Source: an optimization exercise on an open RTL-to-GDS flow (aim: small area, a short achievable clock period and few clock cycles per item). Production flows keep margins and buffers that such runs may drop. The RTL was checked by simulation tests, not by an equivalence proof against the original design. No activity file was given, so power comes from the tool's default toggle rates.

`flow/run.sh`:
```
#!/bin/bash
# synth_recipe.tcl (not shown) runs the flow's synth.tcl, then flattens the netlist and writes it again
# the make line also repeats each setting of config.mk as NAME=value (left out here)
make -C /OpenROAD-flow-scripts/flow DESIGN_CONFIG=/design/flow/config.mk WORK_HOME=/design/flow/orfs CLKGATE_MAP_FILE= SYNTH_SCRIPT=/design/flow/synth_recipe.tcl finish
```
`flow/config.mk`:
```
export PLATFORM = sky130hd
export DESIGN_NAME = dsk_encoder
export DESIGN_NICKNAME = dsk_encoder
export VERILOG_FILES = /design/flow/design.v
export SDC_FILE = /design/flow/constraint.sdc
export NUM_CORES = 4
export LEC_CHECK = 0
export CAP_MARGIN = 20
export CORE_MARGIN = 2
export CORE_UTILIZATION = 40
export PLACE_DENSITY = 0.6
export SLEW_MARGIN = 20
```
`flow/constraint.sdc`:
```
create_clock -name core_clock -period 16.0 [get_ports {clk}]
set_input_delay 3.2000 -clock core_clock [delete_from_list [all_inputs] [get_ports {clk}]]
set_output_delay 3.2000 -clock core_clock [all_outputs]
set_load 0.01 [all_outputs]
```
`flow/design.v`:
```
module dsk_encoder (
    input  wire         clk,
    input  wire         rst,
    input  wire         in_valid,
    output wire         in_ready,
    input  wire         in_sign,       
    input  wire [1:0]   in_class,      
    input  wire [31:0]  in_exp,        
    input  wire [5:0]   in_dcnt,       
    input  wire [143:0] in_digits,     
    output reg          out_valid,
    input  wire         out_ready,
    output wire [183:0] out_key,       
    output wire [4:0]   out_klen,      
    output wire [7:0]   out_cur,       
    output wire [2:0]   out_status,    
    output wire [4:0]   out_detail     
);
    localparam integer DMAX = 36;
    localparam integer NGRP = DMAX / 3;
    integer i;
    wire [5:0] n = in_dcnt;
    reg  [3:0] dig [0:DMAX-1];
    reg  [3:0] dm  [0:DMAX-1];    
    reg [DMAX-1:0] nz;            
    reg        bad_digit;
    wire [DMAX-1:0] vm = ~({DMAX{1'b1}} << n);    
    always @* begin
        bad_digit = 1'b0;
        for (i = 0; i < DMAX; i = i + 1) begin
            dig[i] = in_digits[4*i +: 4];
            dm[i]  = vm[i] ? dig[i] : 4'd0;
            nz[i]  = |dm[i];
            if (dm[i][3] & (dm[i][2] | dm[i][1])) bad_digit = 1'b1;
        end
    end
    wire cls_finite = (in_class == 2'd0);
    wire cls_inf    = (in_class == 2'd1);
    wire cls_nan    = (in_class == 2'd2);
    wire cls_bad    = (in_class == 2'd3);
    wire bad_dcnt  = (n == 6'd0) || (n > DMAX);
    wire all_zero  = ~|nz;
    wire lead_zero = ~|in_digits[3:0];
    reg [3:0] ngroups;
    reg       trail_zero;
    reg       lastg;
    always @* begin
        ngroups    = 4'd0;
        trail_zero = 1'b0;
        for (i = 0; i < NGRP; i = i + 1) begin
            lastg = vm[3*i] & ((i == NGRP - 1) ? 1'b1 : ~vm[3*i+3]);
            if (lastg) begin
                ngroups    = ngroups | (i + 1);
                trail_zero = trail_zero | ~(nz[3*i] | nz[3*i+1] | nz[3*i+2]);
            end
        end
    end
    reg [3:0] cd [0:DMAX-1];
    reg [NGRP-1:0] gnz, gcomp, gcin;
    reg       seen;
    always @* begin
        seen = 1'b0;
        for (i = NGRP - 1; i >= 0; i = i - 1) begin
            gnz[i]   = nz[3*i] | nz[3*i+1] | nz[3*i+2];
            gcomp[i] = in_sign & (seen | gnz[i]);
            gcin[i]  = in_sign & ~seen & gnz[i];
            seen = seen | gnz[i];
        end
        for (i = 0; i < DMAX; i = i + 1)
            cd[i] = {gcomp[i/3] ? ~(dm[i][3] | dm[i][2] | dm[i][1]) : dm[i][3],
                     dm[i][2] ^ (gcomp[i/3] & dm[i][1]), dm[i][1], dm[i][0] ^ gcomp[i/3]};
    end
    function [1:0] fa(input x, input y, input z);
        fa = {(x & y) | (x & z) | (y & z), x ^ y ^ z};
    endfunction
    function [1:0] ha(input x, input y);
        ha = {x & y, x ^ y};
    endfunction
    function [9:0] declet(input [3:0] a, input [3:0] b, input [3:0] c, input ci);
        reg [6:0] t;
        reg [9:0] v;
        reg [1:0] r, q;
        reg       k, p;
        begin
            t[0] = b[0];
            r = ha(a[0], b[1]);           t[1] = r[0]; k = r[1];
            r = fa(a[1], b[2], k);        t[2] = r[0]; k = r[1];
            r = fa(a[0], a[2], b[3] | k); t[3] = r[0]; k = r[1];
            r = ha(a[1] | a[3], k);       t[4] = r[0]; k = r[1];
            r = ha(a[2], k);              t[5] = r[0]; k = r[1];
            t[6] = a[3] | k;
            r = ha(c[0], ci);             v[0] = r[0]; k = r[1];
            r = fa(t[0], c[1], k);        v[1] = r[0]; k = r[1];
            r = fa(t[1], c[2], k);        v[2] = r[0]; k = r[1];
            r = fa(t[0], t[2], c[3]);     p = r[1]; q = ha(r[0], k); v[3] = q[0]; k = q[1];
            r = fa(t[1], t[3], p);        p = r[1]; q = ha(r[0], k); v[4] = q[0]; k = q[1];
            r = fa(t[2], t[4], p);        p = r[1]; q = ha(r[0], k); v[5] = q[0]; k = q[1];
            r = fa(t[3], t[5], p);        p = r[1]; q = ha(r[0], k); v[6] = q[0]; k = q[1];
            r = fa(t[4], t[6], p);        p = r[1]; q = ha(r[0], k); v[7] = q[0]; k = q[1];
            r = fa(t[5], p, k);           v[8] = r[0]; k = r[1];
            v[9] = t[6] | k;
            declet = v;
        end
    endfunction
    reg [119:0] sig;
    always @*
        for (i = 0; i < NGRP; i = i + 1)
            sig[119 - 10*i -: 10] = declet(cd[3*i], cd[3*i+1], cd[3*i+2], gcin[i]);
    wire [33:0] adj = {{2{in_exp[31]}}, in_exp} + {28'd0, n - 6'd1};
    wire adj_neg = adj[33];
    wire [33:0] y = adj ^ {34{adj_neg}};
    wire [33:0] ep = y + {32'd0, 1'b1, adj_neg};
    localparam [33:0] C1 = 34'd999999998, C2 = 34'd999999999;
    reg g1, g2;
    always @* begin
        g1 = 1'b0; g2 = 1'b0;
        for (i = 0; i < 34; i = i + 1) begin
            g1 = C1[i] ? (y[i] & g1) : (y[i] | g1);
            g2 = C2[i] ? (y[i] & g2) : (y[i] | g2);
        end
    end
    wire exp_oor = adj_neg ? g1 : g2;
    wire tbit = in_sign ? adj_neg : ~adj_neg;
    reg [4:0] lz;
    reg [29:0] epx;               
    reg        above;
    always @* begin
        lz    = 5'd0;
        above = 1'b0;
        for (i = 29; i >= 0; i = i - 1) begin
            epx[i] = ep[i] ^ ~above;
            if (!above && ep[i]) lz = lz | (29 - i);
            above = above | ep[i];
        end
    end
    wire ok = cls_finite & ~bad_dcnt & ~bad_digit & ~all_zero & ~lead_zero
            & ~exp_oor & ~trail_zero;
    reg [2:0] hdr;
    reg [7:0] cur;
    reg       fault;
    reg [2:0] det;
    always @* begin
        hdr   = 3'b000;
        cur   = 8'd8;
        fault = 1'b0;
        det   = 3'd0;
        if (cls_bad) begin
            fault = 1'b1; det = 3'd0;
        end else if (cls_nan) begin
            hdr = 3'b111;
        end else if (cls_inf) begin
            hdr = {~in_sign, ~in_sign, 1'b0};
        end else if (bad_dcnt) begin
            fault = 1'b1; det = 3'd1;
        end else if (bad_digit) begin
            fault = 1'b1; det = 3'd2;
        end else if (all_zero) begin
            hdr = {~in_sign, in_sign, 1'b0};
        end else if (lead_zero) begin
            fault = 1'b1; det = 3'd3;
        end else if (exp_oor) begin
            fault = 1'b1; det = 3'd4;
        end else if (trail_zero) begin
            fault = 1'b1; det = 3'd5;
        end else begin
            hdr = {~in_sign, 2'b00};
            cur = 8'd62 - {2'd0, lz, 1'b0} + {ngroups, 3'd0} + {3'd0, ngroups, 1'b0};
        end
        if (fault) cur = 8'd0;
    end
    reg         r_t;
    reg [29:0]  r_ex;
    reg [119:0] r_sig;
    reg [4:0]   r_lz;
    reg [2:0]   r_hdr;
    reg [7:1]   r_cur;
    reg         r_fault;
    reg [2:0]   r_det;
    assign in_ready = out_ready;
    always @(posedge clk) begin
        if (rst)
            out_valid <= 1'b0;
        else if (out_ready)
            out_valid <= in_valid;
    end
    always @(posedge clk) begin
        if (out_ready) begin
            r_t     <= ok & tbit;
            r_ex    <= ok ? (epx ^ {30{~tbit}}) : 30'd0;
            r_sig   <= ok ? sig : 120'd0;
            r_lz    <= lz;
            r_hdr   <= hdr;
            r_cur   <= cur[7:1];
            r_fault <= fault;
            r_det   <= det;
        end
    end
    wire [181:0] fld = {{32{r_t}}, r_ex, r_sig};
    wire [181:0] fsh = fld << {r_lz, 1'b0};
    assign out_key    = {r_hdr, fsh[178:0], 2'b00};
    assign out_cur    = {r_cur, 1'b0};
    assign out_klen   = {1'b0, r_cur[7:3]} + {5'd0, |r_cur[2:1]};
    assign out_status = {1'b0, r_fault, 1'b0};
    assign out_detail = {r_fault, 1'b0, r_det};
endmodule
```
==> notes.md <==
-- synth_stat cells, types with 16 or more instances --
| library cell | number |
|---|---|
| edfxtp_1 | 170 |
| o21a_1 | 16 |
| ha_1 | 188 |
| a31oi_1 | 23 |
| fa_1 | 124 |
| buf_1 | 33 |
| o211ai_1 | 29 |
| nor3_1 | 47 |
| xnor2_1 | 90 |
| nor2b_1 | 17 |
| o22ai_1 | 27 |
| o21ai_0 | 107 |
| mux4_2 | 127 |
| nor4_1 | 31 |
| nor2_1 | 261 |
| inv_1 | 279 |
| nand4_1 | 20 |
| mux2_2 | 99 |
| a21oi_1 | 145 |
| nand3_1 | 35 |
| nand2_1 | 278 |
| mux2i_1 | 253 |
| or3_1 | 27 |
| and2_1 | 121 |
| and3_1 | 27 |
| clkbuf_1 | 129 |
| xor2_1 | 92 |
| a211oi_1 | 23 |
| or4_1 | 18 |
-- state kept, by name (all words and copies together), names as in the netlist --
| name | flops |
|---|---|
| r_fault | 1 |
| r_hdr | 3 |
| r_cur | 7 |
| r_det | 3 |
| r_ex | 30 |
| out_valid | 1 |
| r_t | 1 |
| r_lz | 5 |
| r_sig | 120 |
-- layer usage --
| layer | part of all wire (%) | wire (microns) | vias up |
|---|---|---|---|
| li1 | - | - | 11790 |
| met1 | 47 | 48800 | 11992 |
| met2 | 41 | 42400 | 1316 |
| met3 | 8.9 | 9200 | 148 |
| met4 | 3.4 | 3520 | 2 |
| met5 | 0.019 | 20 | - |
-- final timing paths --
kind                           from                endpoint  slack (ps)
max reg2reg  out_valid$_SDFFE_PP0P_  out_valid$_SDFFE_PP0P_       15380
min          out_valid$_SDFFE_PP0P_  out_valid$_SDFFE_PP0P_         550
max                      in_dcnt[1]  r_cur[7]$_SDFFCE_PP0P_         600
min reg2reg  out_valid$_SDFFE_PP0P_  out_valid$_SDFFE_PP0P_         550
-- per-stage QoR --
| stage | hold slack (ps) | area, sq um |
|---|---|---|
| floorplan | 528 | 28100 |
| global placement | 505 | 33400 |
| detailed placement | 517 | 33400 |
| CTS | 553 | 34000 |
| global route | 596 | 34200 |
| finish | 550 | 34200 |
-- area by class of cell --
| type | count | area [sq um] |
|---|---|---|
| sequential | 171 | 5120 |
| tap | 940 | 1180 |
| clock buffer | 17 | 425 |
| antenna | 2 | 5.00 |
| clock inverter | 15 | 179 |
| inverter | 280 | 1050 |
| multi-input combinational | 2431 | 21100 |
| timing repair buffer | 545 | 5130 |
| fill | 6649 | 35600 |
-- placed cells by master, fill, tap and decap left out, types with 8 or more instances in the layout --
cell type,count
o2111ai_1,9
o22ai_1,27
o31ai_1,14
o21a_1,16
and4_1,13
fa_1,124
o21ai_0,105
a311oi_1,8
buf_4,146
o221ai_1,12
mux4_2,127
or2_2,15
mux2_2,99
xor2_1,92
xnor2_1,88
ha_1,183
or4_1,15
nand4_1,20
a21oi_1,144
a21o_1,12
clkbuf_16,17
mux2i_1,252
o211ai_1,29
edfxtp_1,170
nand2_1,277
nand3_1,32
nor3_1,46
a31oi_1,23
nor2_1,260
or3_1,27
and3_1,25
buf_6,8
nor4_1,28
and2_1,121
clkdlybuf4s50_1,386
inv_1,279
nor2b_1,17
a211oi_1,22
a211o_1,15
-- power groups by stage --
stage | sequential (mW) | combinational (mW) | clock [mW]
4_1_cts | 0.544 | 1.74 | 0.441
3_3_place_gp | 0.553 | 1.72 | 0
5_1_grt | 0.547 | 1.93 | 0.456
3_5_place_dp | 0.553 | 1.72 | 0
2_1_floorplan | 0.540 | 1.02 | 0
6_report | 0.544 | 1.77 | 0.433
-- kinds of logic after synthesis --
logic type	after synthesis	share of synthesized area [%]
AOI/OAI and AO/OA	504	11.8
DFF	171	18.3
muxes	479	23.2
xor gates and xnor gates	184	5.84
adders and majority gates	312	17.2
and+or+nand+nor	946	16.6
other	1	0.0134
buffers and inverters	484	7.08
-- worst max-delay path: cells and delay by family --
kind / cells / cell delay (ps)
adders and majority gates: 33 / 7440
AOI/OAI and AO/OA: 7 / 1330
and+or+nand+nor: 8 / 2060
muxes: 1 / 290
xor gates and xnor gates: 1 / 90
buffers and inverters: 7 / 1180
-- what timing repair did --
item,4_1_cts,5_1_grt
gates resized for setup,0,34
setup buffers,0,6
hold buffers,0,0
setup endpoints to repair,0,5
==> flow_summary.ini <==
[logic_synthesis]
post_synth_inst_count = 3081
synthesis.yosys.warnings = 4
netlist_area_sq_um = 28100
synth.yosys.seq_area_share_pct = 18.3
async_flop_share_pct = 0
post_synth_num_cell_types = 96
synth-main-ff-cell = edfxtp_1
postSynthAreaPerCell_sq_um = 9.11
synth-edff-count = 170
synth_seq_cells = 171
synth.area.top_cells = edfxtp_1 18%, mux4_2 10%, mux2i_1 9.0%
netlist.top_cell.by_area = edfxtp_1
yosys.area.top_type_share_pct = 18.2

[clock_tree]
cts.sinks = 171
clock_path_buffers = 2
insertion_delay_ps = 470
cts_root_buffer = clkbuf_16
cts_tree = done
clk_pin_slew_ps = 90
cts_made_buffers = 17
cts_htree_levels = 4

[layout]
num-nets-final = 3947
layoutNonFillerInstCount = 4401
drive_gt1_share_pct = 13.9
final_cell_utilization_of_the_core_pct = 49.0
area_growth_pct = 21.9

[sta]
setup_viol = 0
hold_viol_final = 0
period_minus_slack_ps = 15400
post-route-worst-setup-slack_ps = 601
final-max-slew-violation-count = 0
finalClockSkew_ps = 0
fin_crit_sh_pct = 96.2
worstMarginPinSlew_ps = 1030
worst_slew_margin_rel_pct = 31.4
final.setup.tns_ps = 0
clock.fmax_mhz = 64.9

[grt]
global_route.usage.met3_pct = 4.64
top_usage_layer = met1
initial_antenna_violation_count = 5
grt-ovfl-total = 0
via_count_of_the_first_global_routing_pass = 23374
gr-usage-all-layers_pct = 28.1
grt_util_met2_pct = 39.5
grt_start_max_net_pins = 174
global_route_wire_length_before_repair_mm = 152
groute.layer.met1.usage_pct = 43.0

[drt]
route.vias.total = 25248
remaining_drc_errors = 0
drtPass1Iterations = 6
average_vias_per_placed_instance = 5.74
drtAntennaViolNets = 0
routedWlPerCell_microns = 23.6
detail_route.wirelength_mm = 104
detailedRoute.firstIterationViolations = 2694

[min_path]
min-delay-path-class = reg -> reg
hold_depth = 2

[die]
ios = 396
fp.dieH_microns = 269
design.die.area_sq_um = 72300
core_area_sq_um = 69800
num_rows = 97
start_util_pct = 40.2
die_w_microns = 269

[power]
p_clk_share_pct = 15.8
switching_pwr_mw = 1.21
ir_worst_vdd_uv = 85.7
power.total_mw = 2.74
total_leakage_power_nw = 14.4
cell_internal_pwr_mw = 1.54
combinational_power_share_pct = 64.4
part_of_the_power_in_registers_pct = 19.8
power_density_nw_per_um2 = 80.2
swShare_pct = 44.0

[worst_setup_path]
top_fanout_value_on_the_critical_path = 4
path_class = in -> reg
cp-end-kind = flip-flop
crit_slowest_cell = fa_1
critPathMaxStageDelay_ps = 560
critPathMostFrequentCell = ha_1
worst_ep_arrival_time_ps = 15610
cp.required_ps = 16210
cp-start-kind = primary input
r2r.worst_path.cells = 2

[placement]
place.detailed.instances = 4361
hpwl_mm = 86.2
buffers_on_ports = 389
placer_congestion = 1.02
dp_slack_ps = -339

[run_status]
status = timing/DRC/antenna clean

[job]
max_cap_violations = 0
Testbench counts, summed over its fixed seeds: cycles 16,008, items 16,000.

-- separate check: timing with driven ports --
No port has a modelled driver above. Below, the same layout with a new extraction and two added sets of constraints.
Step 1 assumes that a clkbuf_16 drives the clock port and a buf_2 every other input.
Step 2 moves the port delays by t, midway between the first and last clock arrival at a register: inputs arrive t later, outputs are due t later. That takes back most of the time a late clock gives input paths.
Slacks: no drivers / after step 1 / after step 2; pairs: no drivers / after step 1.
t (ns): 0.521
setup slack, ns: 0.601 / 0.645 / 0.124
worst setup path at the end: input to register
After both steps this run still meets setup and hold. The setup slack of this run moves by +0.044 ns with the drivers and by -0.477 ns with both steps.
